Context: an optimization exercise on an open-source flow, tuned for a short achievable clock period and few clock cycles. The choices shown serve that exercise and are no tape-out recipe.
The RTL was checked by simulation tests, not by an equivalence proof against the original design.
Power and IR drop assume default switching activity.

## design/flow/design.v

```verilog
module emu16_core (
    input  wire        clk,
    input  wire        rst,
    input  wire [15:0] boot_offset,
    input  wire [15:0] boot_start,
    input  wire [16:0] boot_len,
    output wire [15:0] boot_addr,
    input  wire [7:0]  boot_data,
    output reg         mem_req,
    output reg         mem_we,
    output reg  [15:0] mem_addr,
    output reg  [7:0]  mem_wdata,
    input  wire        mem_gnt,
    input  wire        mem_rvalid,
    input  wire [7:0]  mem_rdata,
    output wire        bus_out_valid,
    output wire [1:0]  bus_out_chan,
    output wire [15:0] bus_out_data,
    input  wire        bus_out_ready,
    input  wire [2:0]  bus_in_valid,
    input  wire [15:0] bus_in_data0,
    input  wire [15:0] bus_in_data1,
    input  wire [15:0] bus_in_data2,
    output wire [2:0]  bus_in_ready,
    input  wire        irq,
    output wire        halted,
    output wire        boot_failed,
    output reg         fault_valid,
    output reg         fault_kind,       
    output reg         fault_has_op,
    output reg  [3:0]  fault_op,
    output reg  [15:0] fault_ip,
    output reg  [15:0] fault_base,
    output reg  [15:0] fault_offset,
    input  wire [3:0]  dbg_sel,
    output wire [15:0] dbg_data
);
    localparam QD = 8;                  
    localparam NB = 512;                
    localparam TD = 4;                  
    localparam [2:0] M_BOOT = 3'd0, M_RUN = 3'd1, M_FIX = 3'd2, M_HALT = 3'd3, M_HWAIT = 3'd4;
    localparam [3:0] OP_LOAD = 4'h0, OP_STORE = 4'h1, OP_SET = 4'h2,
                     OP_WBUS = 4'h3, OP_SBUS = 4'h4, OP_RBUS = 4'h5,
                     OP_LJUMP = 4'h6, OP_EJUMP = 4'h7;
    reg [2:0]  mode;
    reg [15:0] x [0:15];
    reg        irq_pend;
    reg        boot_fail_r;
    reg [16:0] boot_idx;
    reg [17:0] boot_ea;
    reg        bd_r;                    
    reg        bl_r;                    
    reg        bo_r;                    
    reg [7:0]    qd [0:QD-1];
    reg [QD-1:0] qv;                    
    reg [QD-1:0] qpm;                   
    reg [QD-1:0] qpi;                   
    reg [15:0]   fp;                    
    reg        mr_v, mr_we, mr_dat;     
    reg        mr_kill;                 
    reg [15:0] mr_addr;
    reg [7:0]  mr_wdata;
    reg        ir_v;
    reg [15:0] ir_addr;
    reg [TD-1:0] tk;
    reg [TD-1:0] tdrop;
    reg [2:0]    tcnt;
    reg [1:0]  lsq;                     
    reg        lrc;                     
    reg [7:0]  lhi;
    reg        ls_oob_r;                
    reg        pu_busy;
    reg        pu_st;                   
    reg        pu_sec;                  
    reg        pu_bad;                  
    reg        pu_hit;                  
    reg        pu_kind;
    reg [15:0] pu_a1;
    reg [7:0]  pu_d1;
    reg [15:0] pu_base;
    reg [15:0] pu_ip;
    reg [3:0]  pu_op;
    reg        bs_act;
    reg        bs_ok;
    reg        bo_v;
    reg [1:0]  bo_ch;
    reg [15:0] bo_data;
    reg [2:0]  bi_rdy;
    reg [1:0]  bi_ch;
    reg [3:0]  bi_k;
    reg [1:0]  fix_w;
    reg        fix_halt;
    reg [NB-1:0] dirty;
    reg [15:0]   off_r;                 
    reg [17:0]   lim_r;                 
    wire [15:0] pc = x[15];
    reg [15:0] xr [0:15];
    function [16:0] add16;
        input [15:0] a;
        input [15:0] b;
        input        ci;
        reg   [15:0] g, p, c;
        integer      k, d;
        begin
            p = a ^ b;
            g = a & b;
            g[0] = g[0] | (p[0] & ci);
            c = p;
            for (d = 1; d < 16; d = d * 2)
                for (k = 15; k >= d; k = k - 1) begin
                    g[k] = g[k] | (c[k] & g[k - d]);
                    c[k] = c[k] & c[k - d];
                end
            add16 = {g[15], p ^ {g[14:0], ci}};
        end
    endfunction
    wire [7:0] b0 = qd[0];
    wire [7:0] b1 = qd[1];
    wire [7:0] b2 = qd[2];
    wire [3:0] op = b0[7:4];
    wire [3:0] fa = b0[3:0];
    wire [3:0] fb = b1[7:4];
    wire [3:0] fc = b1[3:0];
    wire [15:0] ra = x[fa];
    wire [15:0] rb = x[fb];
    wire [15:0] rc = x[fc];
    wire is_bus1   = (op == OP_WBUS) || (op == OP_SBUS) || (op == OP_RBUS);
    function fo_of;
        input [15:0] a;
        begin
            fo_of = (a[15:14] != 2'b00) || (a[13:0] == 14'h3FFF);
        end
    endfunction
    function so_of;
        input [15:0] a;
        begin
            so_of = (a[13:0] == 14'h3FFE);
        end
    endfunction
    reg  fo_r, so_r;
    wire fetch_oob = fo_r;
    wire set_oob   = so_r;                     
    wire ready = fetch_oob ||
                 (qv[0] && (is_bus1 ||
                            (qv[1] && (op != OP_SET || set_oob || qv[2]))));
    wire blk    = pu_busy && (pu_bad || pu_hit);
    wire go     = (mode == M_RUN) && ready && !blk;
    wire normal = go && !fetch_oob;
    wire [7:0]  bus_chan8 = ra[15:8];
    wire [3:0]  bus_k     = ra[3:0];
    wire        chan_ok   = (bus_chan8[7:2] == 6'd0) && (bus_chan8[1:0] != 2'b11);
    wire [15:0] rk        = x[bus_k];
    wire [16:0] addsub = add16(rb, op[0] ? ~rc : rc, op[0]);
    reg [15:0] alu;
    always @* begin
        case (op[2:0])
            3'd0:    alu = addsub[15:0];
            3'd1:    alu = addsub[15:0];
            3'd2:    alu = (rc[15:4] != 12'd0) ? 16'd0 : (rb << rc[3:0]);
            3'd3:    alu = (rc[15:4] != 12'd0) ? 16'd0 : (rb >> rc[3:0]);
            3'd4:    alu = rb & rc;
            3'd5:    alu = rb | rc;
            3'd6:    alu = ~rb;
            default: alu = rb ^ rc;
        endcase
    end
    wire byte_op  = (fc != 4'd0);
    wire ldst_oob = (rb[15:14] != 2'b00) || (!byte_op && rb[13:0] == 14'h3FFF);
    wire [1:0] ls_need = byte_op ? 2'd1 : 2'd2;
    wire [16:0] st_d  = add16(rb, ~pc, 1'b0);              
    wire [16:0] rb1   = add16(rb, 16'd0, 1'b1);
    wire [16:0] ltsub = add16(ra, ~rb, 1'b1);              
    wire [15:0] wbus_val = bus_in_valid[0] ? 16'h0000 :
                           bus_in_valid[1] ? 16'h0001 :
                           bus_in_valid[2] ? 16'h0002 : 16'h0100;
    reg [15:0] bus_in_word;
    always @* begin
        case (bi_ch)
            2'd0:    bus_in_word = bus_in_data0;
            2'd1:    bus_in_word = bus_in_data1;
            default: bus_in_word = bus_in_data2;
        endcase
    end
    wire run_port   = (mode != M_BOOT);
    wire mr_on      = mr_v && !mr_kill;
    wire resp       = mem_rvalid && (tcnt != 3'd0);
    wire resp_data  = resp && tk[0];
    wire resp_fetch = resp && !tk[0] && !tdrop[0];
    wire rd_acc     = run_port && mr_on && !mr_we && mem_gnt;
    wire st_acc     = run_port && mr_on && mr_we && mem_gnt;
    wire is_ls  = (op == OP_LOAD) || (op == OP_STORE);
    wire ls_act = normal && is_ls;
    wire ls_flt = ls_act && (lsq != 2'd0) && ls_oob_r;
    reg        done;
    reg        wb;
    reg [3:0]  wb_idx;
    reg [15:0] wb_data;
    reg        jump;
    reg [1:0]  wdt;
    reg        flt;
    reg        flt_kind;
    reg [15:0] flt_base;
    reg [15:0] flt_off;
    always @* begin
        done     = 1'b0;
        wb       = 1'b0;
        wb_idx   = fa;
        wb_data  = alu;
        jump     = 1'b0;
        wdt      = (op == OP_SET) ? 2'd3 : is_bus1 ? 2'd1 : 2'd2;
        flt      = 1'b0;
        flt_kind = 1'b0;
        flt_base = rb;
        flt_off  = 16'd0;
        if (go) begin
            if (fetch_oob) begin
                done     = 1'b1;
                wdt      = 2'd2;
                flt      = 1'b1;
                flt_base = pc;
            end else begin
                case (op)
                    OP_LOAD: if (ls_flt) begin
                        done = 1'b1;
                        flt  = 1'b1;
                    end else if (resp_data && (byte_op || lrc)) begin
                        done    = 1'b1;
                        wb      = 1'b1;
                        wb_data = byte_op ? {ra[15:8], mem_rdata} : {lhi, mem_rdata};
                    end
                    OP_STORE: begin
                        done = st_post;
                    end
                    OP_SET: begin
                        done = 1'b1;
                        if (set_oob) begin
                            flt      = 1'b1;
                            flt_base = pc;
                            flt_off  = 16'd1;
                        end else begin
                            wb      = 1'b1;
                            wb_data = {b1, b2};
                        end
                    end
                    OP_WBUS: begin
                        done    = 1'b1;
                        wb      = 1'b1;
                        wb_idx  = bus_k;
                        wb_data = wbus_val;
                    end
                    OP_SBUS: begin
                        done = !pu_busy;
                    end
                    OP_RBUS: if (bs_act) begin
                        if (!bs_ok) begin
                            done     = 1'b1;
                            flt      = 1'b1;
                            flt_kind = 1'b1;
                            flt_base = {8'd0, bus_chan8};
                        end else if ((bus_in_valid & bi_rdy) != 3'b000) begin
                            done    = 1'b1;
                            wb      = 1'b1;
                            wb_idx  = bi_k;
                            wb_data = bus_in_word;
                        end
                    end
                    OP_LJUMP: begin
                        done = 1'b1;
                        jump = !ltsub[16];
                    end
                    OP_EJUMP: begin
                        done = 1'b1;
                        jump = (ra == rb);
                    end
                    default: begin
                        done = 1'b1;
                        wb   = 1'b1;
                    end
                endcase
            end
        end
    end
    wire wr15     = wb && (wb_idx == 4'd15);
    wire flush_j  = done && jump;
    wire flush_u  = pu_busy && pu_st && !pu_bad && pu_hit && pu_sec && st_acc;
    wire flush_o  = (done && (wr15 || fetch_oob || (flt && op == OP_SET))) || flush_u;
    wire flush    = flush_j || flush_o;
    wire halt_now = irq_pend || irq;
    wire [1:0] w_cons = done ? wdt : 2'd0;
    wire [16:0] pc_seq_s  = add16(pc, {14'd0, wdt}, 1'b0);
    wire [16:0] pc_seq1_s = add16(pc, {14'd0, wdt}, 1'b1);
    wire [16:0] pc_1_s    = add16(pc, 16'd0, 1'b1);
    wire [15:0] pc_seq = pc_seq_s[15:0];
    wire boot_fin = (mode == M_BOOT) && (bd_r || (bl_r && !bo_r && mem_gnt));
    wire hold_d = mr_on && !mem_gnt && mr_dat;       
    wire hold = hold_d ||
                (mr_on && !mem_gnt && (mode == M_RUN) && !flush && !(done && halt_now));
    wire tcnt_ok = (tcnt - {2'd0, resp} + {2'd0, rd_acc}) != TD;
    wire ld_want = ls_act && (op == OP_LOAD) && !pu_busy && (lsq != ls_need) &&
                   !(lsq != 2'd0 && ls_oob_r) && tcnt_ok;
    wire st_want = normal && (op == OP_STORE) && !pu_busy;
    wire hold_s  = mr_on && !mem_gnt && (mr_dat || (mode == M_RUN));
    wire st_post = st_want && !hold_s;
    wire u_want  = pu_busy && pu_st && !pu_sec && st_acc;      
    wire want_data = ld_want || st_want || u_want;
    function img_ok;
        input [15:0] a;
        begin
            img_ok = (a >= off_r) && ({2'b0, a} < lim_r) && !dirty[a[11:3]];
        end
    endfunction
    wire [QD-1:0] am  = qv | qpm | qpi;
    wire [QD-1:0] ams = am >> w_cons;
    wire [QD-1:0] ff1 = ~ams & {ams[QD-2:0], 1'b1};      
    wire [QD-1:0] ff2 = {ff1[QD-2:0], 1'b0};             
    wire en_nf   = boot_fin || ((mode == M_RUN) && !(done && halt_now));
    wire [16:0] fp1_s = add16(fp, 16'd0, 1'b1);
    wire [16:0] fp2_s = add16(fp, 16'd1, 1'b1);
    wire [15:0] fp1 = fp1_s[15:0];
    wire [15:0] fp2 = fp2_s[15:0];
    wire img_nf  = en_nf && img_ok(fp) && !ams[QD-1] &&
                   !(pu_busy && pu_st && (fp == pu_base || fp == pu_a1));
    wire mem_nf  = en_nf && !hold && !want_data && tcnt_ok &&
                   (img_nf ? (!ams[QD-2] && fp1[15:14] == 2'b00)
                           : (!ams[QD-1] && fp[15:14] == 2'b00));
    wire en_f    = (mode == M_RUN) && !halt_now;
    wire [16:0] rc1_s = add16(rc, 16'd0, 1'b1);
    wire [15:0] rc1  = rc1_s[15:0];
    wire mem_j   = en_f && !hold_d && !u_want && tcnt_ok && (rc[15:14] == 2'b00);
    wire [15:0] pc_t = done ? pc_seq : pc;
    wire [15:0] pc1  = done ? pc_seq1_s[15:0] : pc_1_s[15:0];
    wire mem_t   = en_f && !wr15 && !hold_d && !u_want && tcnt_ok && (pc_t[15:14] == 2'b00);
    wire img_alloc = !flush && img_nf;
    wire mem_alloc = flush_j ? mem_j : flush_o ? mem_t : mem_nf;
    wire [16:0] ir_s  = add16(fp, ~off_r, 1'b1);
    wire [15:0] ir_nx = ir_s[15:0];
    reg [15:0] fp_nx, mf_addr;
    always @* begin
        if (flush_j) begin
            mf_addr = rc;
            fp_nx   = mem_j ? rc1 : rc;
        end else if (flush_o) begin
            mf_addr = pc_t;
            fp_nx   = mem_t ? pc1 : pc_t;
        end else begin
            mf_addr = img_nf ? fp1 : fp;
            case ({img_nf, mem_nf})
                2'b00:   fp_nx = fp;
                2'b11:   fp_nx = fp2;
                default: fp_nx = fp1;
            endcase
        end
    end
    always @* begin
        if (mode == M_BOOT) begin
            mem_req   = !bd_r && !bo_r;
            mem_we    = 1'b1;
            mem_addr  = boot_ea[15:0];
            mem_wdata = boot_data;
        end else begin
            mem_req   = mr_on;
            mem_we    = mr_we;
            mem_addr  = mr_addr;
            mem_wdata = mr_wdata;
        end
    end
    assign boot_addr = (mode == M_BOOT) ? boot_idx[15:0] : ir_addr;
    assign bus_out_valid = bo_v;
    assign bus_out_chan  = bo_ch;
    assign bus_out_data  = bo_data;
    assign bus_in_ready  = bi_rdy;
    assign halted      = (mode == M_HALT);
    assign boot_failed = boot_fail_r;
    assign dbg_data    = xr[dbg_sel];
    reg [7:0]    nd [0:QD-1];
    reg [QD-1:0] nv, npm, npi;
    reg          fm, fi;
    integer      i;
    always @* begin
        for (i = 0; i < QD; i = i + 1) begin
            if (i + w_cons < QD) begin
                nd[i]  = qd[i + w_cons];
                nv[i]  = qv[i + w_cons];
                npm[i] = qpm[i + w_cons];
                npi[i] = qpi[i + w_cons];
            end else begin
                nd[i]  = qd[i];
                nv[i]  = 1'b0;
                npm[i] = 1'b0;
                npi[i] = 1'b0;
            end
        end
        fm = 1'b0;
        fi = 1'b0;
        for (i = 0; i < QD; i = i + 1) begin
            if (resp_fetch && !fm && npm[i]) begin
                fm     = 1'b1;
                nv[i]  = 1'b1;
                npm[i] = 1'b0;
                nd[i]  = mem_rdata;
            end
            if (ir_v && !fi && npi[i]) begin
                fi     = 1'b1;
                nv[i]  = 1'b1;
                npi[i] = 1'b0;
                nd[i]  = boot_data;
            end
        end
        if (flush || mode != M_RUN) begin
            nv  = {QD{1'b0}};
            npm = {QD{1'b0}};
            npi = {QD{1'b0}};
            npi[0] = img_alloc;
            npm[0] = mem_alloc && !img_alloc;
            npm[1] = mem_alloc && img_alloc;
        end else begin
            npi = npi | (img_alloc ? ff1 : {QD{1'b0}});
            npm = npm | (mem_alloc ? (img_alloc ? ff2 : ff1) : {QD{1'b0}});
        end
    end
    always @(posedge clk) begin
        off_r <= boot_offset;
        lim_r <= {2'b0, boot_offset} + ((boot_len > 17'd4096) ? 18'd4096 : {1'b0, boot_len});
    end
    wire [16:0] bidx1 = boot_idx + 17'd1;
    wire [17:0] bea1  = boot_ea + 18'd1;
    integer j;
    always @(posedge clk) begin
        for (j = 0; j < 16; j = j + 1)
            xr[j] <= rst ? 16'd0 : x[j];
    end
    always @(posedge clk) begin
        if (rst) begin
            mode        <= M_BOOT;
            fo_r        <= 1'b0;
            so_r        <= 1'b0;
            for (j = 0; j < 16; j = j + 1)
                x[j] <= 16'd0;
            irq_pend    <= 1'b0;
            boot_fail_r <= 1'b0;
            boot_idx    <= 17'd0;
            boot_ea     <= {2'b0, boot_offset};
            bd_r        <= (boot_len == 17'd0);
            bl_r        <= (boot_len == 17'd1);
            bo_r        <= (boot_offset[15:14] != 2'b00);
            qv          <= {QD{1'b0}};
            qpm         <= {QD{1'b0}};
            qpi         <= {QD{1'b0}};
            fp          <= boot_start;
            mr_v        <= 1'b0;
            mr_we       <= 1'b0;
            mr_dat      <= 1'b0;
            mr_kill     <= 1'b0;
            mr_addr     <= 16'd0;
            mr_wdata    <= 8'd0;
            ir_v        <= 1'b0;
            ir_addr     <= 16'd0;
            tk          <= {TD{1'b0}};
            tdrop       <= {TD{1'b0}};
            tcnt        <= 3'd0;
            lsq         <= 2'd0;
            lrc         <= 1'b0;
            lhi         <= 8'd0;
            ls_oob_r    <= 1'b0;
            pu_busy     <= 1'b0;
            pu_st       <= 1'b0;
            pu_sec      <= 1'b0;
            pu_bad      <= 1'b0;
            pu_hit      <= 1'b0;
            pu_kind     <= 1'b0;
            pu_a1       <= 16'd0;
            pu_d1       <= 8'd0;
            pu_base     <= 16'd0;
            pu_ip       <= 16'd0;
            pu_op       <= 4'd0;
            bs_act      <= 1'b0;
            bs_ok       <= 1'b0;
            bo_v        <= 1'b0;
            bo_ch       <= 2'd0;
            bo_data     <= 16'd0;
            bi_rdy      <= 3'd0;
            bi_ch       <= 2'd0;
            bi_k        <= 4'd0;
            fix_w       <= 2'd0;
            fix_halt    <= 1'b0;
            dirty       <= {NB{1'b0}};
            fault_valid <= 1'b0;
            fault_kind  <= 1'b0;
            fault_has_op <= 1'b0;
            fault_op    <= 4'd0;
            fault_ip    <= 16'd0;
            fault_base  <= 16'd0;
            fault_offset <= 16'd0;
        end else begin
            if (irq)
                irq_pend <= 1'b1;
            fault_valid <= 1'b0;
            begin : tags
                reg [TD-1:0] k2, d2;
                reg [2:0] c2;
                k2 = tk; d2 = tdrop; c2 = tcnt;
                if (resp) begin
                    k2 = k2 >> 1;
                    d2 = d2 >> 1;
                    c2 = c2 - 3'd1;
                end
                if (flush)
                    d2 = d2 | ~k2;
                if (rd_acc) begin
                    k2[c2] = mr_dat;
                    d2[c2] = flush && !mr_dat;
                    c2 = c2 + 3'd1;
                end
                tk <= k2; tdrop <= d2; tcnt <= c2;
            end
            qv  <= nv;
            qpm <= npm;
            qpi <= npi;
            for (j = 0; j < QD; j = j + 1)
                qd[j] <= nd[j];
            ir_v    <= img_alloc;
            ir_addr <= ir_nx;
            if (!hold) begin
                if (u_want) begin
                    mr_v     <= 1'b1;
                    mr_we    <= 1'b1;
                    mr_dat   <= 1'b1;
                    mr_kill  <= 1'b0;
                    mr_addr  <= pu_a1;
                    mr_wdata <= pu_d1;
                end else if (want_data) begin
                    mr_v     <= 1'b1;
                    mr_we    <= (op == OP_STORE);
                    mr_dat   <= 1'b1;
                    mr_kill  <= (lsq == 2'd0) && ldst_oob;
                    mr_addr  <= (lsq == 2'd0) ? rb : rb1[15:0];
                    mr_wdata <= (!byte_op && lsq == 2'd0) ? ra[15:8] : ra[7:0];
                end else begin
                    mr_v     <= mem_alloc;
                    mr_we    <= 1'b0;
                    mr_dat   <= 1'b0;
                    mr_kill  <= 1'b0;
                    mr_addr  <= mf_addr;
                end
            end
            if (st_acc && (mr_addr >= off_r) && ({2'b0, mr_addr} < lim_r))
                dirty[mr_addr[11:3]] <= 1'b1;
            if (pu_busy) begin
                if (pu_bad) begin
                    fault_valid  <= 1'b1;
                    fault_kind   <= pu_kind;
                    fault_has_op <= 1'b1;
                    fault_op     <= pu_op;
                    fault_ip     <= pu_ip;
                    fault_base   <= pu_base;
                    fault_offset <= 16'd0;
                    pu_busy      <= 1'b0;
                    bo_v         <= 1'b0;
                end else if (pu_st) begin
                    if (st_acc) begin
                        pu_sec <= 1'b1;
                        if (pu_sec)
                            pu_busy <= 1'b0;
                    end
                end else if (bus_out_ready) begin
                    bo_v    <= 1'b0;
                    pu_busy <= 1'b0;
                end
            end
            if (done && (op == OP_STORE || op == OP_SBUS) && !fetch_oob) begin
                pu_busy <= 1'b1;
                pu_st   <= (op == OP_STORE);
                pu_sec  <= byte_op || (op == OP_SBUS);
                pu_bad  <= (op == OP_STORE) ? ldst_oob : !chan_ok;
                pu_hit  <= (op == OP_STORE) && (st_d[15:4] == 12'd0) && (st_d[3:0] < QD + 3);
                pu_kind <= (op == OP_SBUS);
                pu_a1   <= rb1[15:0];
                pu_d1   <= ra[7:0];
                pu_base <= (op == OP_STORE) ? rb : {8'd0, bus_chan8};
                pu_ip   <= pc;
                pu_op   <= op;
                bo_v    <= (op == OP_SBUS) && chan_ok;
                bo_ch   <= bus_chan8[1:0];
                bo_data <= rk;
            end
            if (mode == M_RUN || boot_fin) begin
                fp  <= fp_nx;
            end
            case (mode)
                M_BOOT: begin
                    if (boot_fin) begin
                        x[15] <= boot_start;
                        fo_r  <= fo_of(boot_start);
                        so_r  <= so_of(boot_start);
                        mode  <= M_RUN;
                    end else if (bo_r) begin
                        boot_fail_r <= 1'b1;
                        mode        <= M_HALT;
                    end
                    if (mem_gnt && !bd_r && !bo_r) begin
                        boot_idx <= bidx1;
                        boot_ea  <= bea1;
                        bd_r     <= (bidx1 == boot_len);
                        bl_r     <= (bidx1 + 17'd1 == boot_len);
                        bo_r     <= (bea1[17:14] != 4'd0);
                    end
                end
                M_FIX: begin
                    x[15] <= pc + {14'd0, fix_w};
                    fo_r  <= fo_of(pc + {14'd0, fix_w});
                    so_r  <= so_of(pc + {14'd0, fix_w});
                    fp    <= pc + {14'd0, fix_w};
                    mode  <= fix_halt ? M_HWAIT : M_RUN;
                end
                M_RUN: begin
                    if (done) begin
                        lsq <= 2'd0;
                        lrc <= 1'b0;
                    end else begin
                        if (ld_want && !hold) begin
                            lsq <= lsq + 2'd1;
                            if (lsq == 2'd0)
                                ls_oob_r <= ldst_oob;
                        end
                        if (resp_data) begin
                            lrc <= 1'b1;
                            lhi <= mem_rdata;
                        end
                    end
                    if (normal && (op == OP_RBUS) && !bs_act && !pu_busy) begin
                        bs_act  <= 1'b1;
                        bs_ok   <= chan_ok;
                        bi_rdy  <= chan_ok ? (3'b001 << bus_chan8[1:0]) : 3'b000;
                        bi_ch   <= bus_chan8[1:0];
                        bi_k    <= bus_k;
                    end
                    if (done) begin
                        bs_act <= 1'b0;
                        bi_rdy <= 3'd0;
                    end
                    if (done) begin
                        if (wb)
                            x[wb_idx] <= wb_data;
                        if (flt) begin
                            fault_valid  <= 1'b1;
                            fault_kind   <= flt_kind;
                            fault_has_op <= !fetch_oob;
                            fault_op     <= fetch_oob ? 4'd0 : op;
                            fault_ip     <= pc;
                            fault_base   <= flt_base;
                            fault_offset <= flt_off;
                        end
                        if (wr15) begin
                            fix_w    <= wdt;
                            fix_halt <= halt_now;
                            mode     <= M_FIX;
                        end else begin
                            x[15] <= jump ? rc : pc_seq;
                            fo_r  <= jump ? fo_of(rc) : fo_of(pc_seq);
                            so_r  <= jump ? so_of(rc) : so_of(pc_seq);
                            if (halt_now)
                                mode <= M_HWAIT;
                        end
                    end
                end
                M_HWAIT: if (!pu_busy) mode <= M_HALT;
                default: ;
            endcase
        end
    end
endmodule
```

## design/flow/run.sh

```bash
#!/bin/bash
# synth_recipe.tcl (not shown) runs the flow's synth.tcl, then flattens the netlist and writes it again
# the make line also repeats each setting of config.mk as NAME=value (left out here)
make -C /OpenROAD-flow-scripts/flow DESIGN_CONFIG=/design/flow/config.mk WORK_HOME=/design/flow/orfs CLKGATE_MAP_FILE= SYNTH_SCRIPT=/design/flow/synth_recipe.tcl finish
```

## design/flow/config.mk

```make
export PLATFORM = sky130hd
export DESIGN_NAME = emu16_core
export DESIGN_NICKNAME = emu16_core
export VERILOG_FILES = /design/flow/design.v
export SDC_FILE = /design/flow/constraint.sdc
export NUM_CORES = 4
export LEC_CHECK = 0
export ABC_CLOCK_PERIOD_IN_PS = 3800
export CAP_MARGIN = 20
export CORE_MARGIN = 2
export CORE_UTILIZATION = 35
export PLACE_DENSITY = 0.55
export SETUP_SLACK_MARGIN = 3.6
export SLEW_MARGIN = 20
```

## design/flow/constraint.sdc

```tcl
create_clock -name core_clock -period 8.0 [get_ports {clk}]
set_input_delay 1.6000 -clock core_clock [delete_from_list [all_inputs] [get_ports {clk}]]
set_output_delay 1.6000 -clock core_clock [all_outputs]
set_load 0.01 [all_outputs]
```

==> results.toml, run 1 <==
[detailed_routing]
drt-met1-wl_um = 160000
drtIter0Drc = 12094
detail_route.wl_per_cell_um = 31.8
drtAntennaViolNets = 0
viasPerCell = 6.33
routed.top_layer = "met5"
wl_met2_um = 165000
met3_length_um = 55100
drc = 0
dr_total_vias = 80641
first_pass_iters = 8
wl_um = 405000

[clock_network]
path_clk_slew_ns = 0.07
hold_buffers = 0
clockBufferDepth = 3
cts_tree = "built"
cts.sinks = 1441
cts_buffers = 167
cts-root-buf = "clkbuf_16"
clkLatencyLatePin_ns = 0.90
htreeDepth = 4

[floorplan]
die_y_um = 490
io_pins = 263
coreArea_sq_um = 235000
rows = 178
dieArea_sq_um = 240000
chipWidth_um = 490
start_util_pct = 35.2

[worst_setup_path]
crit_fanout = 8
path_class = "register to register"
start_kind = "register"
cp-end-kind = "register"
cp.arrival_ns = 5.63
cpPeakStageDelay_ns = 0.66
worstPathRequired_ns = 8.76
cp_cell_sequence = "buf_12, buf_16, mux4_2, mux4_2, clkinvlp_4, buf_6, ha_4, nor2b_1, o21a_1, o21bai_1, a31o_2, a31oi_4, buf_6, clkbuf_16, buf_4, a21oi_2, nand4_1, or3_1, a31oi_1"
slowest_stage = "mux4_2"

[cells_and_area]
layoutNonFillerInstCount = 12731
multi_input_area_sq_um = 49000
syn_to_final_growth_pct = 27.9
drive_gt1_share_pct = 23.4
seqCellArea_sq_um = 32400
final_util_pct = 45.0
fillers = 22241
fin_nets = 9751
post-route-cell-area_sq_um = 106000

[placed_design]
place_congestion = 1.02
numPortBuffers = 262
dpl.cell_count = 11865
placed_area_sq_um = 89600
dp_hpwl_um = 265000

[synth]
synth_area_sq_um = 82800
ys_seq_area_share_pct = 39.2
ys.flop_type = "dfxtp_1"
synth_edf_count = 355
postSynthAreaPerCell_sq_um = 9.27
ys_warn_count = 4
synth.distinct_cells = 121
synthCells = 8923
async_reset_ff_share_pct = 0
ys_ff_latch = 1441

[sta]
finalSetupViolCount = 0
period_share_pct = 60.9
rsz0062_at_grt = "true"
slew_headroom_pct = 15.0
fin_tns_setup_ns = 0
fin_skew_ns = 0.0839
fmax_mhz = 205
hold_viol = 0
drv_slew = 0
worst_slew_pin_slew_ns = 1.27
period_minus_slack_ns = 4.87

[global_route]
grt-ovfl-total = 0
grtUsageTotal_pct = 31.8
grt_max_degree = 252
grt_pass1_wl_um = 562000
grt_pass1_vias = 74751
antenna_found_initial = 20

[flow_run]
drv_cap = 0

[power]
ir_drop_uv = 339
powerDensity_nw_per_um2 = 258
p_leak_nw = 37.1
power.total_mw = 27.3

[min_path]
hold_class = "register to register"

[status]
status = "timing/DRC/antenna clean"
[cells in the mapped netlist (30+ instances only)]
| library cell | n | share of area [%] |
|---|---|---|
| nor2_1 | 756 | 3.4 |
| o21a_1 | 34 | 0.31 |
| a22oi_1 | 186 | 1.7 |
| nand2_1 | 773 | 3.5 |
| inv_1 | 668 | 3.0 |
| clkbuf_1 | 591 | 2.7 |
| or3_1 | 31 | 0.23 |
| a221oi_1 | 57 | 0.60 |
| and2_1 | 36 | 0.27 |
| a21oi_1 | 492 | 3.0 |
| o21ai_0 | 217 | 1.3 |
| nand3_1 | 220 | 1.3 |
| ha_1 | 190 | 2.9 |
| edfxtp_1 | 355 | 13 |
| o211ai_1 | 46 | 0.42 |
| nor4_1 | 44 | 0.33 |
| nand2b_1 | 45 | 0.34 |
| o21ai_1 | 38 | 0.23 |
| a22o_1 | 30 | 0.32 |
| buf_2 | 81 | 0.49 |
| xor2_1 | 98 | 1.0 |
| o32ai_1 | 515 | 5.5 |
| a211oi_1 | 232 | 2.1 |
| a21o_1 | 45 | 0.41 |
| and3_1 | 50 | 0.38 |
| xnor2_1 | 202 | 2.1 |
| mux4_2 | 336 | 9.1 |
| buf_1 | 71 | 0.32 |
| nor2b_1 | 344 | 2.6 |
| mux2_2 | 52 | 0.71 |
| nor3_1 | 125 | 0.76 |
| mux2i_1 | 252 | 3.0 |
| dfxtp_1 | 1086 | 26 |
| a311oi_1 | 43 | 0.46 |
| a31oi_1 | 61 | 0.46 |
| nand4_1 | 67 | 0.51 |
[where the power goes]
| part | total (mW) | switching [mW] | internal, mW |
|---|---|---|---|
| Clock | 8.00 | 3.53 | 4.47 |
| Sequential | 8.31 | 0.496 | 7.81 |
| Combinational | 11.0 | 7.20 | 3.79 |
[cells by family (layout without fill, tap and decap cells)]
kind of cell	count (synthesis)	after routing	synth area share (%)
compound gates	2306	2306	20.1
xor+xnor	300	300	3.17
fa+ha+maj	197	197	3.04
buf+inv	1452	2094	6.86
flops	1441	1441	39.2
mux	648	648	13.0
other cells	1	14	0.00453
simple gates	2578	2581	14.6
[area by class of cell]
cell class              instances  share of cell area [%]
well taps                    3150                    3.72
clock inverters                71                   0.858
repair buffers               1097                    11.4
flip-flops and latches       1441                    30.7
diodes                         10                  0.0236
clock buffers                 241                    4.56
repair inverters                3                  0.0248
multi-input cells            6036                    46.3
inverters                     682                    2.51
[per-stage QoR]
step	hold WS, ns	worst slack (ns)
after floorplan	0.428	2.91
after global placement	0.437	0.791
after detailed placement	0.443	1.29
after CTS	0.453	3.18
after global routing	0.465	3.07
final	0.450	3.13
[cell usage in the layout (no fill, tap or decap), drive strengths merged, types with 64 or more instances in the layout]
master	n
clkdlybuf4s50	187
dfxtp	1086
mux2i	252
o32ai	515
xnor2	202
nor3	127
ha	190
nor2	757
buf	837
xor2	98
edfxtp	355
o21ai	256
nand3	221
mux4	336
clkbuf	274
a22oi	186
inv	667
nand4	67
a211oi	234
a21oi	495
nand2	777
a31oi	64
nor2b	344
[worst paths after layout]
kind / startpoint / endpoint / slack, ns / depth (start not counted)
setup reg to reg: register / so_r / 3.13 / 19
hold / removal: dirty[500] / dirty[500] / 0.45 / 2
setup / recovery: register / so_r / 3.13 / 19
hold reg to reg: dirty[500] / dirty[500] / 0.45 / 2
[worst max-delay path: cells and delay by family, from the launching register on]
kind / cells / cell delay (ns)
compound gates: 6 / 1.08
fa+ha+maj: 1 / 0.19
buf+inv: 7 / 1.25
flops: 1 / 0.37
mux: 2 / 1.18
simple gates: 3 / 0.74
[state kept, by name, indices dropped and copies added, names as in the netlist, 17 cells and up, named ones only]
signal / cells
qd: 64
x: 256
boot_idx: 17
lim_r: 18
xr: 256
boot_ea: 18
dirty: 512
[per-layer routing]
layer	track usage [%]	up-vias
met5	0	-
met4	15.6	16
met3	10.4	1171
met2	45.2	5709
met1	43.3	39782
li1	-	33963
[repair_timing]
| item | in CTS | in global routing |
|---|---|---|
| buffers inserted | 350 | 145 |
| pin swaps | 175 | 191 |
| gates cloned | 32 | 15 |
| gates resized for setup | 855 | 480 |
| setup endpoints to repair | 954 | 807 |
Testbench counts, summed over its fixed seeds: cycles 142,693.
==> inputs of run 2 (changes only) <==
--- a/design/flow/design.v
+++ b/design/flow/design.v
@@ -121,9 +121,19 @@
     wire [3:0] fa = b0[3:0];
     wire [3:0] fb = b1[7:4];
     wire [3:0] fc = b1[3:0];
-    wire [15:0] ra = x[fa];
-    wire [15:0] rb = x[fb];
-    wire [15:0] rc = x[fc];
+    reg [15:0] sa, sb, sc;
+    reg [15:0] ra, rb, rc;
+    integer    ri;
+    always @* begin
+        ra = 16'd0;
+        rb = 16'd0;
+        rc = 16'd0;
+        for (ri = 0; ri < 16; ri = ri + 1) begin
+            ra = ra | (x[ri] & {16{sa[ri]}});
+            rb = rb | (x[ri] & {16{sb[ri]}});
+            rc = rc | (x[ri] & {16{sc[ri]}});
+        end
+    end
     wire is_bus1   = (op == OP_WBUS) || (op == OP_SBUS) || (op == OP_RBUS);
     function fo_of;
         input [15:0] a;
@@ -518,6 +528,9 @@
             qpi <= npi;
             for (j = 0; j < QD; j = j + 1)
                 qd[j] <= nd[j];
+            sa <= 16'd1 << nd[0][3:0];
+            sb <= 16'd1 << nd[1][7:4];
+            sc <= 16'd1 << nd[1][3:0];
             ir_v    <= img_alloc;
             ir_addr <= ir_nx;
             if (!hold) begin
==> run 2 against run 1 <==
Against the previous run:
- still clean
- routed wire length rose by 8.0%
- design area fell by 2.4%
- via count rose by 1.2%
- total power fell by 11%
- combinational power fell by 31%
- critical path depth rose by 4
- final cell count fell by 1.8%
- synthesized cell count fell by 1.9%
- fmax fell by 1.2%
- non-clock buffer count rose by 64
- worst hold slack improved by 0.0011 ns
- die area fell by 3.6%
- largest power group is now registers
==> results.toml, run 2 <==
[min_path]
hold_class = "register to register"

[detailed_routing]
drtIter0Drc = 12641
wl_um = 437000
first_pass_iters = 9
detail_route.wl_per_cell_um = 35.0
drtAntennaViolNets = 0
viasPerCell = 6.53
drc = 0
dr_total_vias = 81618

[synth]
postSynthAreaPerCell_sq_um = 9.11
synthCells = 8750
synth_area_leaders = "dfxtp_1 (27%), edfxtp_1 (15%), o2bb2ai_1 (5.2%)"
ys_warn_count = 4
synth.distinct_cells = 94
synth.top_cell.area_share_pct = 27.0
async_reset_ff_share_pct = 0
synth.most_common_cell = "dfxtp_1"
ys_seq_area_share_pct = 42.1
synth_area_sq_um = 79700
ys_ff_latch = 1477
synth_edf_count = 403
post-synth-top-area-cell = "dfxtp_1"
ys.flop_type = "dfxtp_1"
synthTopCellsByCount = "dfxtp_1 (1,074), nand2_1 (976), nor2_1 (876)"

[sta]
rsz0062_at_grt = "true"
period_minus_slack_ns = 4.93
worst_slew_pin_slew_ns = 1.25
period_share_pct = 61.6
fin_tns_setup_ns = 0
fmax_mhz = 203
fin_skew_ns = 0.0658
hold_viol = 0
slew_headroom_pct = 15.8
finalSetupViolCount = 0
drv_slew = 0
postLayoutSetupSlackWorst_ns = 3.07

[clock_network]
cts_buffers = 170
cts.sinks = 1477
hold_buffers = 0
cts_tree = "built"
clockBufferDepth = 3
path_clk_slew_ns = 0.06
cts-root-buf = "clkbuf_16"
htreeDepth = 4
clkLatencyLatePin_ns = 0.88

[cells_and_area]
layout_commonest_cell = "dfxtp_1"
fillers = 21510
fin_nets = 9661
largest_reg_flops = 512
regMostFlops = "dirty"
syn_to_final_growth_pct = 29.5
post-route-cell-area_sq_um = 103000
final_cell_mix = "dfxtp_1 (1,068), nand2_1 (927), nor2_1 (791), buf_4 (572), o2bb2ai_1 (472)"
layoutNonFillerInstCount = 12504
reg.largest.list = "dirty: 512 flops, x: 256 flops, xr: 256 flops"
drive_gt1_share_pct = 22.3

[placed_design]
place_congestion = 1.05
place_ws_ns = 1.02
numPortBuffers = 262
dpl.cell_count = 11624
placed_area_sq_um = 87400
dp_hpwl_um = 287000

[floorplan]
chipWidth_um = 481
dieArea_sq_um = 232000
coreArea_sq_um = 227000
rows = 175
start_util_pct = 35.1
io_pins = 263
die_y_um = 481

[worst_setup_path]
crit_fanout = 8
start_kind = "register"
cp-end-kind = "register"
slowest_stage = "or4_4"
cp_cell_sequence = "buf_6, buf_12, a22oi_2, nand2_1, or4_4, mux2i_4, inv_2, fa_2, a21o_1, a21oi_2, nor2b_1, o21a_2, o311ai_4, buf_4, a31oi_2, nand3_1, and3_1, o21ai_1, a21oi_2, nor2_4, buf_12, clkbuf_16, nor2_1"
path_class = "register to register"
cp.arrival_ns = 5.64
worstPathRequired_ns = 8.71
cpPeakStageDelay_ns = 0.58

[global_route]
grt-ovfl-total = 0
grt_max_degree = 198
grt_pass1_wl_um = 595000
grt_pass1_vias = 75595
grtUsageTotal_pct = 35.8
antenna_found_initial = 23

[power]
ir_drop_uv = 239
p_leak_nw = 37.6
power.total_mw = 24.4
powerDensity_nw_per_um2 = 236

[status]
status = "timing/DRC/antenna clean"

[flow_run]
drv_cap = 0
[run 2: cell count changes after synthesis, sizes merged, moves of 109 or more]
cell	change
inv	-527
o32ai	-509
o2bb2ai	+469
mux4	-204
nand2	+202
a221oi	+156
a211oi	-149
a22o	+139
nor2	+119
a22oi	+109
[run 2: area by class of cell]
class	count	area [sq um]	share of cell area, %
diodes	15	37.5	0.0364
repair inverters	3	28.8	0.0279
flip-flops and latches	1477	33600	32.6
multi-input cells	6367	47000	45.6
well taps	3009	3760	3.65
inverters	157	712	0.690
repair buffers	1161	12100	11.7
clock inverters	60	793	0.768
clock buffers	255	5160	5.00
[run 2: metrics by stage]
step                      hold WS [ns]  util (%)
final                            0.451      45.5
after global routing             0.469      45.5
after CTS                        0.451      43.6
after detailed placement         0.441      38.5
after global placement           0.426      38.5
after floorplan                  0.415         -
[run 2: metal layers]
metal / wire length [um] / GRT usage, % / share of wire (%)
met1: 169000 / 46.6 / 39
met2: 176000 / 50.6 / 40
met3: 57500 / 12.8 / 13
met4: 33800 / 21.4 / 7.7
met5: 440 / 0 / 0.10
[run 2: repair_timing]
action,CTS,global route
endpoints found under the setup margin,1318,759
resized for setup,768,562
setup buffers,317,189
pin swaps,164,220
gates cloned,18,22
[run 2: path summary, 6_finish.rpt]
| check | cells after the start | slack, ns | end | startpoint |
|---|---|---|---|---|
| setup reg to reg | 23 | 3.07 | x[9][14] | sb[3] |
| hold / removal | 2 | 0.45 | pu_ip[15] | pu_ip[15] |
| hold reg to reg | 2 | 0.45 | pu_ip[15] | pu_ip[15] |
| setup / recovery | 23 | 3.07 | x[9][14] | sb[3] |
[run 2: critical path, delay by kind of cell (launching register included)]
family                     cells  cell delay, ns
adders and majority gates      1            0.39
muxes                          1            0.24
AOI/OAI and AO/OA              8            1.42
and+or+nand+nor                7            1.21
buffers and inverters          6            0.90
DFF                            1            0.56
[run 2: cells by family after synthesis]
logic type,share of synthesized area [%]
buf+inv,4.35
xor+xnor,3.23
compound gates,23.0
mux,6.63
fa+ha+maj,3.17
other cells,0.00470
simple gates,17.5
flops,42.1
[run 2: power breakdown]
| group | switching, mW | internal, mW |
|---|---|---|
| Sequential | 0.447 | 8.01 |
| Clock | 3.49 | 4.83 |
| Combinational | 4.92 | 2.72 |
Testbench counts of run 2, summed over its fixed seeds: cycles 142,693.
==> inputs of run 3 (changes only) <==
--- a/design/flow/design.v
+++ b/design/flow/design.v
@@ -35,8 +35,8 @@
     input  wire [3:0]  dbg_sel,
     output wire [15:0] dbg_data
 );
-    localparam QD = 8;                  
-    localparam NB = 512;                
+    localparam QD = 12;                 
+    localparam NB = 1024;               
     localparam TD = 4;                  
     localparam [2:0] M_BOOT = 3'd0, M_RUN = 3'd1, M_FIX = 3'd2, M_HALT = 3'd3, M_HWAIT = 3'd4;
     localparam [3:0] OP_LOAD = 4'h0, OP_STORE = 4'h1, OP_SET = 4'h2,
@@ -92,7 +92,7 @@
     reg        fix_halt;
     reg [NB-1:0] dirty;
     reg [15:0]   off_r;                 
-    reg [17:0]   lim_r;                 
+    reg [15:0]   lim_r;                 
     wire [15:0] pc = x[15];
     reg [15:0] xr [0:15];
     function [16:0] add16;
@@ -313,10 +313,19 @@
     wire st_post = st_want && !hold_s;
     wire u_want  = pu_busy && pu_st && !pu_sec && st_acc;      
     wire want_data = ld_want || st_want || u_want;
+    function in_img;
+        input [15:0] a;
+        reg   [16:0] ge, lt;
+        begin
+            ge = add16(a, ~off_r, 1'b1);            
+            lt = add16(a, ~lim_r, 1'b1);            
+            in_img = ge[16] && !lt[16];
+        end
+    endfunction
     function img_ok;
         input [15:0] a;
         begin
-            img_ok = (a >= off_r) && ({2'b0, a} < lim_r) && !dirty[a[11:3]];
+            img_ok = in_img(a) && !dirty[a[11:2]];
         end
     endfunction
     wire [QD-1:0] am  = qv | qpm | qpi;
@@ -430,7 +439,7 @@
     end
     always @(posedge clk) begin
         off_r <= boot_offset;
-        lim_r <= {2'b0, boot_offset} + ((boot_len > 17'd4096) ? 18'd4096 : {1'b0, boot_len});
+        lim_r <= boot_offset + ((boot_len > 17'd4096) ? 16'd4096 : boot_len[15:0]);
     end
     wire [16:0] bidx1 = boot_idx + 17'd1;
     wire [17:0] bea1  = boot_ea + 18'd1;
@@ -556,8 +565,8 @@
                     mr_addr  <= mf_addr;
                 end
             end
-            if (st_acc && (mr_addr >= off_r) && ({2'b0, mr_addr} < lim_r))
-                dirty[mr_addr[11:3]] <= 1'b1;
+            if (st_acc && in_img(mr_addr))
+                dirty[mr_addr[11:2]] <= 1'b1;
             if (pu_busy) begin
                 if (pu_bad) begin
                     fault_valid  <= 1'b1;
==> run 3 against run 2 <==
Against the previous run:
- still clean
- synthesized area is 35% higher
- total power rose by 53%
- routed wire length up 31%
- non-clock buffer count up 204
- critical path depth fell by 3
- synthesized cell count rose by 36%
- worst hold slack got worse by 0.0014 ns
- clock power rose by 32%
- first-iteration DRC count grew 20%
- sequential power grew 36%
- global-route usage is 0.98 points lower
==> results.toml, run 3 <==
[clock_network]
clkLatencyLatePin_ns = 0.98
cts.sinks = 2031
htreeDepth = 4
clockBufferDepth = 4
path_clk_slew_ns = 0.06
cts_tree = "built"
hold_buffers = 0
cts_buffers = 231
cts-root-buf = "clkbuf_16"

[synth]
ys_seq_area_share_pct = 42.0
postSynthAreaPerCell_sq_um = 9.02
synth_edf_count = 435
ys_ff_latch = 2031
async_reset_ff_share_pct = 0
synth.distinct_cells = 103
synth.most_common_cell = "nand2_1"
ys_warn_count = 4
ys.flop_type = "dfxtp_1"
post-synth-top-area-cell = "dfxtp_1"
synthCells = 11893
synthTopCellsByCount = "nand2_1 (2,144), dfxtp_1 (1,596), nor2_1 (980)"
synth_area_leaders = "dfxtp_1 (30%), edfxtp_1 (12%), o2bb2ai_1 (8.0%)"
synth_area_sq_um = 107000
synth.top_cell.area_share_pct = 29.8

[global_route]
grt-ovfl-total = 0
grt_max_degree = 239
grtUsageTotal_pct = 34.8
antenna_found_initial = 33
grt_pass1_vias = 101539
grt_pass1_wl_um = 783000

[sta]
drv_slew = 0
finalSetupViolCount = 0
fmax_mhz = 203
fin_tns_setup_ns = 0
period_share_pct = 61.6
slew_headroom_pct = 11.1
postLayoutSetupSlackWorst_ns = 3.07
rsz0062_at_grt = "true"
fin_skew_ns = 0.0774
hold_viol = 0
worst_slew_pin_slew_ns = 1.33
period_minus_slack_ns = 4.93

[power]
p_leak_nw = 47.4
p_switching_mw = 15.2
p_int_mw = 22.2
power.total_mw = 37.4
pwr-share-clk_pct = 29.4
pwr-share-seq_pct = 30.6
ir_drop_uv = 292
powerDensity_nw_per_um2 = 272
swShare_pct = 40.7
p_comb_share_pct = 40.0

[status]
status = "timing/DRC/antenna clean"

[cells_and_area]
layout_commonest_cell = "nand2_1"
post-route-cell-area_sq_um = 138000
regMostFlops = "dirty"
final_cell_mix = "nand2_1 (2,067), dfxtp_1 (1,589), o2bb2ai_1 (974), nor2_1 (755), buf_4 (628)"
fin_nets = 12745
syn_to_final_growth_pct = 28.4
drive_gt1_share_pct = 22.3
fillers = 28840
largest_reg_flops = 1024
reg.largest.list = "dirty: 1024 flops, x: 256 flops, xr: 256 flops"

[worst_setup_path]
cp-end-kind = "register"
cpPeakStageDelay_ns = 0.43
start_kind = "register"
path_delay_family = "compound AO/OA/AOI/OAI gates"
slowest_stage = "and4_4"
timing.critical_path.buf_inv = 6
path_class = "register to register"
critPathLaunch = "sb[15]"
cpMostUsedCell = "buf_12"
rr_startpoint = "sb[15]"
worstPathRequired_ns = 8.84
reg2reg_slack_ns = 3.07
cp.arrival_ns = 5.76
cp_cell_sequence = "buf_12, buf_6, a22o_1, a221oi_1, and4_4, ha_4, a21o_1, a21o_1, a2111oi_4, o211a_1, o21ai_4, buf_12, buf_4, buf_12, buf_4, a21oi_4, nor2_1, nor4_2, nand4_1, a21oi_1"
crit_fanout = 11

[detailed_routing]
drtAntennaViolNets = 0
first_pass_iters = 13
drc = 0
drtIter0Drc = 15135
viasPerCell = 6.40
dr_total_vias = 107099
detail_route.wl_per_cell_um = 34.2
wl_um = 571000

[floorplan]
chipWidth_um = 558
coreArea_sq_um = 305000
rows = 203
io_pins = 263
dieArea_sq_um = 311000
start_util_pct = 35.1
die_y_um = 558

[min_path]
min-delay-start = "dirty[200]"
hold_class = "register to register"

[placed_design]
dp_hpwl_um = 362000
placed_area_sq_um = 116000
place_congestion = 1.00
numPortBuffers = 262
place_ws_ns = 0.776

[flow_run]
drv_cap = 0
-- run 3: final timing paths --
path | to | cells after the start
worst max register to register | so_r | 20
worst max-delay path | so_r | 20
worst min register to register | dirty[200] | 2
worst min-delay path | dirty[200] | 2
-- run 3: layer usage --
layer / vias up / track usage (%) / routed length [um]
li1: 44916 / - / -
met1: 52629 / 41.4 / 207000
met2: 7216 / 53.0 / 247000
met3: 2328 / 9.44 / 61900
met4: 10 / 27.5 / 56000
met5: - / 0 / 71
-- run 3: metrics by stage --
step	hold WS, ns	utilization (%)	instances
2_1_floorplan	0.415	-	11894
3_3_place_gp	0.427	37.9	15563
3_5_place_dp	0.436	37.9	15565
4_1_cts	0.452	43.6	16523
5_1_grt	0.470	45.1	16717
6_report	0.450	45.1	16731
-- run 3: repair_timing --
| item | CTS | global route |
|---|---|---|
| setup endpoints to repair | 1970 | 1679 |
| cloned | 44 | 30 |
| hold endpoints to repair | 0 | 0 |
| pin swaps | 328 | 290 |
| setup buffers | 492 | 158 |
| gates resized for setup | 1193 | 622 |
-- run 3: cell families (layout without fill, tap and decap cells) --
| logic type | after synthesis | count (layout) | synth area share [%] |
|---|---|---|---|
| and+or+nand+nor | 4309 | 4323 | 17.6 |
| buffers and inverters | 1293 | 1993 | 4.72 |
| DFF | 2031 | 2031 | 42.0 |
| muxes | 569 | 569 | 8.18 |
| AOI/OAI and AO/OA | 3196 | 3199 | 22.7 |
| adders and majority gates | 197 | 197 | 2.35 |
| xor gates and xnor gates | 297 | 297 | 2.42 |
| other | 1 | 22 | 0.00350 |
-- run 3: area by class of cell --
type	instances	area (sq um)	share of cell area (%)
clock buffer	340	6710	4.87
timing repair inverter	2	17.5	0.0127
timing repair buffer	1365	15500	11.2
sequential	2031	45000	32.7
inverter	204	925	0.671
multi-input combinational	8587	63400	46.1
antenna	20	50.0	0.0363
tap	4100	5130	3.72
clock inverter	82	968	0.703
-- run 3: worst min-delay path: cells and delay by family (launching register included) --
family / cells / cell delay (ns)
AOI/OAI and AO/OA: 1 / 0.05
DFF: 1 / 0.32
and+or+nand+nor: 1 / 0.05
-- run 3: power groups by stage --
stage | sequential [mW] | clock (mW) | combinational (mW)
2_1_floorplan | 11.3 | 0 | 6.99
3_3_place_gp | 11.7 | 0 | 11.4
3_5_place_dp | 11.7 | 0 | 11.5
4_1_cts | 11.4 | 11.1 | 13.6
5_1_grt | 11.5 | 11.5 | 15.3
6_report | 11.5 | 11.0 | 15.0
Testbench counts of run 3, summed over its fixed seeds: cycles 140,881.
==> inputs of run 4 (changes only) <==
==> design/flow/config.mk (replaced) <==
export PLATFORM = sky130hd
export DESIGN_NAME = emu16_core
export DESIGN_NICKNAME = emu16_core
export VERILOG_FILES = /design/flow/design.v
export SDC_FILE = /design/flow/constraint.sdc
export NUM_CORES = 4
export LEC_CHECK = 0
export ABC_CLOCK_PERIOD_IN_PS = 4000
export CAP_MARGIN = 20
export CORE_MARGIN = 2
export CORE_UTILIZATION = 35
export PLACE_DENSITY = 0.55
export SETUP_SLACK_MARGIN = 3.4
export SLEW_MARGIN = 20
==> run 4 against run 3 <==
Against the previous run:
- critical endpoint is now dbg_data[12]
- via count decreased by 2.0%
- still clean
- clock-buffer cell count down 15
- design area down 2.7%
- largest power group unchanged
- critical path type is now input pin to output port
==> results.toml, run 4 <==
[status]
status = "timing/DRC/antenna clean"

[global_route]
grt_max_degree = 241
grt_pass1_wl_um = 764000
antenna_found_initial = 37
grtUsageTotal_pct = 34.1
grt-ovfl-total = 0
grt_pass1_vias = 98292

[detailed_routing]
drc = 0
viasPerCell = 6.35
detail_route.wl_per_cell_um = 33.5
dr_total_vias = 105006
drtIter0Drc = 14803
first_pass_iters = 10
drtAntennaViolNets = 0
wl_um = 554000

[min_path]
whs_endpoint = "fault_offset[3]"
hold_class = "register to register"
whs_path_depth = 1
min-delay-start = "fault_offset[3]"

[sta]
slew_headroom_pct = 9.72
hold_viol = 0
period_share_pct = 60.7
fin_tns_setup_ns = 0
hold_ws_ns = 0.455
worst_slew_pin_slew_ns = 1.35
period_minus_slack_ns = 4.85
rsz0062_at_grt = "true"
finalSetupViolCount = 0
drv_slew = 0
fmax_mhz = 206
fin_skew_ns = 0.0794
postLayoutSetupSlackWorst_ns = 3.15

[clock_network]
clkLatencyLatePin_ns = 0.96
hold_buffers = 0
cts_buffers = 233
cts_tree = "built"
cts.sinks = 2031
htreeDepth = 4
path_clk_slew_ns = 0.06
clockBufferDepth = 4
cts-root-buf = "clkbuf_16"

[cells_and_area]
fin_nets = 12548
syn_to_final_growth_pct = 25.0
regMostFlops = "dirty"
reg.largest.list = "dirty: 1024 flops, x: 256 flops, xr: 256 flops"
drive_gt1_share_pct = 20.1
multi_input_area_sq_um = 62300
layoutNonFillerInstCount = 16541
final_util_pct = 43.9
largest_reg_flops = 1024
seqCellArea_sq_um = 45000
final_cell_mix = "nand2_1 (2,083), dfxtp_1 (1,589), o2bb2ai_1 (974), nor2_1 (829), buf_4 (595)"
fillers = 29294
post-route-cell-area_sq_um = 134000
layout_commonest_cell = "nand2_1"

[synth]
ys_ff_latch = 2031
ys.flop_type = "dfxtp_1"
postSynthAreaPerCell_sq_um = 9.02
synth.distinct_cells = 103
synthTopCellsByCount = "nand2_1 (2,144), dfxtp_1 (1,596), nor2_1 (980)"
post-synth-top-area-cell = "dfxtp_1"
ys_seq_area_share_pct = 42.0
synth_edf_count = 435
ys_warn_count = 4
synthCells = 11893
synth_area_sq_um = 107000
synth.most_common_cell = "nand2_1"
synth_area_leaders = "dfxtp_1 (30%), edfxtp_1 (12%), o2bb2ai_1 (8.0%)"
async_reset_ff_share_pct = 0
synth.top_cell.area_share_pct = 29.8

[worst_setup_path]
path_class = "input pin to output port"
cp-end-kind = "output port"
r2r_cells = 18
worstReg2RegEnd = "mr_addr[8]"
crit_fanout = 5
start_kind = "input pin"
worstPathRequired_ns = 6.40
reg2reg_slack_ns = 3.18
cp.arrival_ns = 3.25
rr_startpoint = "fp[2]"

[power]
power.total_mw = 37.1
p_leak_nw = 46.0
powerDensity_nw_per_um2 = 276
ir_drop_uv = 285

[flow_run]
drv_cap = 0

[placed_design]
dpl.cell_count = 15560
dp_hpwl_um = 359000
place_congestion = 1.02
placed_area_sq_um = 115000
place_ws_ns = 0.718
numPortBuffers = 262

[floorplan]
rows = 203
coreArea_sq_um = 305000
dieArea_sq_um = 311000
io_pins = 263
start_util_pct = 35.1
die_y_um = 558
chipWidth_um = 558
==> run 4: cell types whose count changed in the layout (fill, tap and decap cells not counted), sizes merged, moves of 11 or more <==
| cell | previous run | this run |
|---|---|---|
| buf | 1085 | 920 |
| clkbuf | 376 | 339 |
| clkdlybuf4s50 | 197 | 208 |
| clkinv | 64 | 79 |
| clkinvlp | 26 | 13 |
| inv | 182 | 199 |
==> run 4: how the worst max path moves through the flow <==
stage / start / to / slack (ns) / cells after the start
floorplan: bus_in_valid[0] / sc[2] / 2.59 / 22
global placement: mem_gnt / qd[10][1] / 0.77 / 14
detailed placement: mem_gnt / qd[10][0] / 0.72 / 15
CTS: dbg_sel[2] / dbg_data[12] / 3.14 / 10
global route: mr_addr[4] / dirty[719] / 3.11 / 12
finish: dbg_sel[2] / dbg_data[12] / 3.15 / 10
==> run 4: cell families after synthesis <==
logic type / count (synthesis) / synth area share (%)
DFF: 2031 / 42.0
muxes: 569 / 8.18
AOI/OAI and AO/OA: 3196 / 22.7
buffers and inverters: 1293 / 4.72
other: 1 / 0.00350
xor gates and xnor gates: 297 / 2.42
adders and majority gates: 197 / 2.35
and+or+nand+nor: 4309 / 17.6
==> run 4: layer usage <==
| layer | global-route usage (%) | share of wire, % | up-vias |
|---|---|---|---|
| li1 | - | - | 44499 |
| met1 | 41.3 | 37 | 51523 |
| met5 | 0.0772 | 0.025 | - |
| met2 | 51.9 | 43 | 6856 |
| met3 | 9.25 | 11 | 2108 |
| met4 | 24.7 | 8.9 | 20 |
==> run 4: report_power, final <==
| part | switching [mW] | total, mW | leakage (nW) | internal [mW] |
|---|---|---|---|---|
| logic | 9.67 | 14.3 | 24.8 | 4.66 |
| registers | 0.577 | 11.5 | 17.3 | 10.9 |
| clock network | 4.75 | 11.3 | 3.95 | 6.51 |
| total | 15.0 | 37.1 | 46.0 | 22.1 |
==> run 4: timing repair <==
item                       in CTS  in global routing
resized for setup             898                516
gates cloned                   31                 12
buffers inserted              360                127
setup endpoints to repair    1934               1475
pin swaps                     201                238
==> run 4: layout make-up <==
type	count	share of cell area (%)
clock buffers	325	5.10
flip-flops and latches	2031	33.6
inverters	204	0.653
clock inverters	104	0.819
repair buffers	1179	9.51
multi-input cells	8576	46.5
diodes	22	0.0411
well taps	4100	3.83
==> run 4: worst max-delay path, cell delays in order <==
cell	delay, ns
buf_12	0.11
nand2b_4	0.16
nor2_2	0.05
buf_6	0.11
buf_12	0.15
a22o_1	0.21
a221oi_4	0.29
nand3_1	0.14
o22a_1	0.26
buf_6	0.15

==> port drivers added, routing unchanged <==
The results above use ideal ports. As a check the final layouts listed here were re-extracted and re-timed, cells and wires unchanged. Step 1 (the two cells are an assumption about what drives the block):
set clk [get_ports {clk}]
set_driving_cell -lib_cell sky130_fd_sc_hd__clkbuf_16 $clk
set_driving_cell -lib_cell sky130_fd_sc_hd__buf_2 [delete_from_list [all_inputs] $clk]
Step 2 times the ports against the registers' clock, not the clock port: input delays grow and output delays shrink by t, the midpoint of the rising clock arrivals with the driver on. a / b / c = ideal / step 1 / step 2; a / b = the first two.
run	t, ns	setup WS [ns]	worst setup path at the end
run 1	0.947	3.130 / 3.130 / 2.356	input to register
run 2	0.951	3.069 / 3.069 / 2.424	input to register
run 3	1.040	3.074 / 3.034 / 2.347	input to register
run 4	1.024	3.148 / 3.080 / 2.252	input to register
After both steps setup and hold are still met in every run listed. The setup slack of run 4, which loses most, moves by -0.068 ns with the drivers and by -0.896 ns with both steps.
